What follows belongs to an exercise in optimizing a design on an open flow for small area, a short achievable clock period and few clock cycles per item; a production flow would make more cautious choices.
The RTL was checked by simulation tests, not by an equivalence proof against the original design.
No activity file was given, so power comes from the tool's default toggle rates.

Setup of run 1:
==> flow/design.v <==
module pfor_unpack (
    input  wire        clk,
    input  wire        rst,           
    input  wire        cmd_valid,
    output wire        cmd_ready,
    input  wire [5:0]  cmd_b,         
    input  wire [7:0]  cmd_cexcept,   
    input  wire        cmd_delta,     
    input  wire        cmd_restart,   
    input  wire        w_valid,
    output wire        w_ready,
    input  wire [31:0] w_data,
    input  wire        x_valid,
    output wire        x_ready,
    input  wire [6:0]  x_pos,
    input  wire [31:0] x_res,
    output wire        o_valid,
    input  wire        o_ready,
    output wire [31:0] o_data
);
    reg         crdy, wrdy, xrdy;
    reg  [31:0] wd;              
    reg         wf;
    reg  [31:0] xr;              
    reg  [6:0]  xp;
    reg         xf;
    reg         act;             
    reg         fa;              
    reg  [5:0]  bq;
    reg  [7:0]  xl;              
    reg         xnz;             
    reg         hit;             
    reg         dq;
    reg         rq;              
    reg         pz;              
    reg  [6:0]  idx;
    reg         last;            
    reg  [4:0]  om;
    reg         nw;              
    reg  [4:0]  omn;             
    reg         nwn;             
    reg  [1:0]  slip;            
    reg         al;              
    reg  [31:1] r0, r1, r2, r3;
    reg  [31:0] u;
    reg         uv, ub, ud;
    reg  [31:0] acc;             
    reg  [31:0] out;
    reg         ov;
    reg  [31:0] sk;              
    reg         sv;
    wire [62:0] f5    = {wd, r0};
    wire [46:0] f4    = om[4] ? f5[62:16] : f5[46:0];
    wire [38:0] f3    = om[3] ? f4[46:8]  : f4[38:0];
    wire [34:0] f2    = om[2] ? f3[38:4]  : f3[34:0];
    wire [32:0] f1    = om[1] ? f2[34:2]  : f2[32:0];
    wire [31:0] field = om[0] ? f1[32:1]  : f1[31:0];
    wire [31:0] mask  = bq[5] ? 32'hFFFFFFFF : ~(32'hFFFFFFFF << bq[4:0]);
    wire [31:0] p0    = bq[0] ? {xr[30:0], 1'b0}  : xr;
    wire [31:0] p1    = bq[1] ? {p0[29:0], 2'b0}  : p0;
    wire [31:0] p2    = bq[2] ? {p1[27:0], 4'b0}  : p1;
    wire [31:0] p3    = bq[3] ? {p2[23:0], 8'b0}  : p2;
    wire [31:0] p4    = bq[4] ? {p3[15:0], 16'b0} : p3;
    wire [31:0] uval  = (field & mask) | (hit ? p4 : 32'd0);
    wire [4:0]  s_om  = om + bq[4:0];                        
    wire [5:0]  s2    = {1'b0, omn} + {1'b0, bq[4:0]};
    wire        fb    = uv & !sv;
    wire [31:0] sa    = acc & {32{ub}};
    wire [31:0] kg0 = sa & u, kp0 = sa ^ u;
    wire [31:0] kg1, kp1, kg2, kp2, kg3, kp3, kg4, kp4, kg5, kp5;
    genvar gi;
    generate
        for (gi = 0; gi < 32; gi = gi + 1) begin : pfx
            if (gi % 2 == 1) begin
                assign kg1[gi] = kg0[gi] | (kp0[gi] & kg0[gi-1]);
                assign kp1[gi] = kp0[gi] & kp0[gi-1];
            end else begin
                assign kg1[gi] = kg0[gi];
                assign kp1[gi] = kp0[gi];
            end
            if (gi % 4 >= 2) begin
                assign kg2[gi] = kg1[gi] | (kp1[gi] & kg1[gi - gi%4 + 1]);
                assign kp2[gi] = kp1[gi] & kp1[gi - gi%4 + 1];
            end else begin
                assign kg2[gi] = kg1[gi];
                assign kp2[gi] = kp1[gi];
            end
            if (gi % 8 >= 4) begin
                assign kg3[gi] = kg2[gi] | (kp2[gi] & kg2[gi - gi%8 + 3]);
                assign kp3[gi] = kp2[gi] & kp2[gi - gi%8 + 3];
            end else begin
                assign kg3[gi] = kg2[gi];
                assign kp3[gi] = kp2[gi];
            end
            if (gi % 16 >= 8) begin
                assign kg4[gi] = kg3[gi] | (kp3[gi] & kg3[gi - gi%16 + 7]);
                assign kp4[gi] = kp3[gi] & kp3[gi - gi%16 + 7];
            end else begin
                assign kg4[gi] = kg3[gi];
                assign kp4[gi] = kp3[gi];
            end
            if (gi >= 16) begin
                assign kg5[gi] = kg4[gi] | (kp4[gi] & kg4[15]);
            end else begin
                assign kg5[gi] = kg4[gi];
            end
        end
    endgenerate
    wire [31:0] sum   = kp0 ^ {kg5[30:0], 1'b0};
    wire        ofree = !ov | o_ready;
    wire        nb     = cmd_valid & crdy;
    wire        lane3  = fa & (idx[1:0] == 2'd3);
    wire        xuse   = fa & hit;
    wire        c_last = fa ? (idx == 7'd126) : last;
    wire        c_xnz  = xuse ? (xl != 8'd1) : xnz;
    wire        c_nw   = lane3 ? nwn : nw;
    wire [1:0]  c_slip = (act & !fa) ? slip + 2'd1 : slip;
    wire        d_wf   = !wrdy | w_valid;
    wire        d_xf   = (xrdy & x_valid) | (xf & !xuse);
    wire        d_act  = !crdy | cmd_valid;
    wire [6:0]  d_idx  = crdy ? 7'd0 : fa ? idx + 7'd1 : idx;
    wire        d_last = !crdy & c_last;
    wire [7:0]  d_xl   = crdy ? cmd_cexcept : xuse ? xl - 8'd1 : xl;
    wire        d_xnz  = crdy ? (cmd_cexcept != 8'd0) : c_xnz;
    wire [4:0]  d_om   = crdy ? 5'd31 : lane3 ? omn : om;
    wire        d_nw   = crdy ? (cmd_b != 6'd0) : c_nw;
    wire [1:0]  d_slip = crdy ? 2'd0 : c_slip;
    wire        d_al   = (d_slip == 2'd0);
    wire        d_hit  = d_xnz & (xrdy ? (x_valid & (x_pos == d_idx))
                                       : (xf & !xuse & (xp == d_idx)));
    wire        d_uv   = fa | (uv & sv);
    wire        d_sv   = ov & !o_ready & (sv | uv);
    wire        d_go   = !(d_uv & d_sv);
    wire        d_fa   = crdy ? (cmd_valid & (d_wf | (cmd_b == 6'd0))
                                  & (d_xf | (cmd_cexcept == 8'd0)) & d_go)
                              : ((c_slip == 2'd0) & (!c_nw | d_wf) & (!c_xnz | d_xf) & d_go);
    assign cmd_ready = crdy;
    assign w_ready   = wrdy;
    assign x_ready   = xrdy;
    assign o_valid   = ov;
    assign o_data    = out;
    always @(posedge clk) begin
        if (!wf | (fa & nw)) wd <= w_data;
        if (!xf | xuse) begin
            xr <= x_res;
            xp <= x_pos;
        end
        if (crdy) begin
            bq <= cmd_b;
            dq <= cmd_delta;
        end
        idx  <= d_idx;
        xl   <= d_xl;
        xnz  <= d_xnz;
        om   <= d_om;
        nw   <= d_nw;
        slip <= d_slip;
        al   <= d_al;
        last <= d_last;
        omn  <= s_om;
        nwn  <= s2[5] | bq[5];
        r0 <= r1;
        r1 <= r2;
        r2 <= r3;
        r3 <= (fa & nw) ? wd[31:1] : r0;
        if (fa) begin
            u  <= uval;
            ub <= dq & !rq;
            ud <= dq;
        end
        if (fb & ud) acc <= sum;
        if (ofree) out <= sv ? sk : sum;
        if (ov & !sv & !o_ready) sk <= sum;
        if (rst) begin
            crdy <= 1'b1;
            wrdy <= 1'b1;
            xrdy <= 1'b1;
            wf   <= 1'b0;
            xf   <= 1'b0;
            act  <= 1'b0;
            fa   <= 1'b0;
            hit  <= 1'b0;
            pz   <= 1'b1;
            uv   <= 1'b0;
            ov   <= 1'b0;
            sv   <= 1'b0;
        end else begin
            crdy <= crdy ? !cmd_valid : (c_last & d_fa);
            wrdy <= !d_wf | (d_nw & d_fa);
            xrdy <= !d_xf | (d_hit & d_fa);
            wf   <= d_wf;
            xf   <= d_xf;
            act  <= d_act;
            fa   <= d_fa;
            hit  <= d_hit;
            if (nb) begin
                rq <= cmd_restart | pz;
                pz <= !cmd_delta & (cmd_restart | pz);
            end else if (fa) begin
                rq <= 1'b0;
            end
            uv <= d_uv;
            sv <= d_sv;
            if (ofree) ov <= sv | fb;
        end
    end
endmodule
==> flow/config.mk <==
export PLATFORM = sky130hd
export DESIGN_NAME = pfor_unpack
export DESIGN_NICKNAME = pfor_unpack
export VERILOG_FILES = /design/flow/design.v
export SDC_FILE = /design/flow/constraint.sdc
export NUM_CORES = 4
export LEC_CHECK = 0
export CAP_MARGIN = 20
export CORE_MARGIN = 2
export CORE_UTILIZATION = 30
export PLACE_DENSITY = 0.5
export SLEW_MARGIN = 20
==> flow/constraint.sdc <==
create_clock -name core_clock -period 10.0 [get_ports {clk}]
set_input_delay 2.0000 -clock core_clock [delete_from_list [all_inputs] [get_ports {clk}]]
set_output_delay 2.0000 -clock core_clock [all_outputs]
set_load 0.01 [all_outputs]
standard.sh (not shown) runs the stock make flow with config.mk's settings and CLKGATE_MAP_FILE= SYNTH_SCRIPT=/design/flow/synth_recipe.tcl, a recipe that flattens the netlist after the stock synthesis.
==> flow/flow/run.sh <==
#!/bin/bash
# Standard ORFS layout (the standard.sh), with these knobs changed:
#  - timing repair aims at a setup slack of 6.8 ns, i.e. paths of about 3.2 ns
#    instead of the 10 ns clock, so the resizer actually speeds the design up;
#  - ports are buffered with buf_1 instead of the default delay-cell buffer;
#  - clock tree: clkbuf_8 sink-cluster buffers, clusters of at most 20 sinks
#    within 40 um, no dummy loads.
# The make output goes to standard.log; ORFS writes each step's log under orfs/logs.
set -euo pipefail
bash standard.sh SETUP_SLACK_MARGIN=6.8 \
  'BUFFER_PORTS_ARGS=-buffer_cell sky130_fd_sc_hd__buf_1' \
  'CTS_ARGS=-sink_clustering_enable -repair_clock_nets -sink_clustering_size 20 -sink_clustering_max_diameter 40 -dont_use_dummy_load -sink_clustering_buffer sky130_fd_sc_hd__clkbuf_8' \
  finish > standard.log 2>&1
Run 1 finished every stage and its layout cleared the timing, design-rule and antenna checks.
Testbench counts of run 1, summed over its fixed seeds: cycles 49,176, items 384.
Modified inputs, run 2 compared to run 1
- changing PLACE_DENSITY from 0.5 to 0.6
- changing CORE_UTILIZATION from 30 to 40
--- a/flow/flow/run.sh
+++ b/flow/flow/run.sh
@@ -3 +3 @@
-#  - timing repair aims at a setup slack of 6.8 ns, i.e. paths of about 3.2 ns
+#  - timing repair aims at a setup slack of 6.95 ns, i.e. paths of about 3.05 ns
@@ -10 +10 @@
-bash standard.sh SETUP_SLACK_MARGIN=6.8 \
+bash standard.sh SETUP_SLACK_MARGIN=6.95 \
Findings:
Sort run 1 and run 2 by number of standard cells in the final layout excluding fillers desc -> top: run 1
Delta (run 2 minus run 1): share of the final layout cell area in sequential cells now smaller; number of tap cells added at floorplan decreased by 180 relative to the old numbers; worst path arrival time saw little to no change.
#### Input delta (run 3 over run 2)
==> flow/flow/run.sh <==
#!/bin/bash
# Standard ORFS layout (the standard.sh), with these knobs changed:
#  - timing repair aims at a setup slack of 6.8 ns, i.e. paths of about 3.2 ns
#    instead of the 10 ns clock, so the resizer actually speeds the design up;
#  - ports are buffered with buf_1 instead of the default delay-cell buffer;
#  - clock tree: clusters of at most 30 sinks
#    within 60 um, no dummy loads.
# The make output goes to standard.log; ORFS writes each step's log under orfs/logs.
set -euo pipefail
bash standard.sh SETUP_SLACK_MARGIN=6.8 \
  'BUFFER_PORTS_ARGS=-buffer_cell sky130_fd_sc_hd__buf_1' \
  'CTS_ARGS=-sink_clustering_enable -repair_clock_nets -sink_clustering_size 30 -sink_clustering_max_diameter 60 -dont_use_dummy_load' \
  finish > standard.log 2>&1
==> comparison <==
- Against run 2, run 3 reports a worst setup slack that is lower.
- Changes observed in run 3 relative to run 2: fraction of layout instances using a drive strength above 1 shows a reduction of 6.0 points; share of power burned in registers shows no meaningful change.
- Compared with run 2, in run 3 synthesis-to-finish area growth shrank by 3.1 points; time the final worst path needs with I/O delays and setup higher; power consumption dropped 0.53%.

[separate check: timing with driven ports]
No port has a modelled driver above. Below, the same layouts with a new extraction and two added sets of constraints. Step 1 assumes that a clkbuf_16 drives the clock port and a buf_2 every other input. Step 2, shift: input delay + t, output delay - t, t = (earliest + latest rising clock arrival at the registers) / 2. This alone moves slack from input paths to output paths. Three values: ideal ports, drivers, drivers and shift; two values: the first two.
run | shift t [ns] | slack for setup (ns) | worst setup path at the end
run 1 | 0.595 | 6.844 / 6.786 / 6.342 | input to register
run 2 | 0.580 | 6.851 / 6.794 / 6.495 | input to register
run 3 | 0.615 | 6.822 / 6.763 / 6.447 | input to register
After both steps setup and hold are still met in every run listed. For run 1, which loses most, drivers alone change the setup slack by -0.058 ns; drivers and shift together by -0.502 ns.
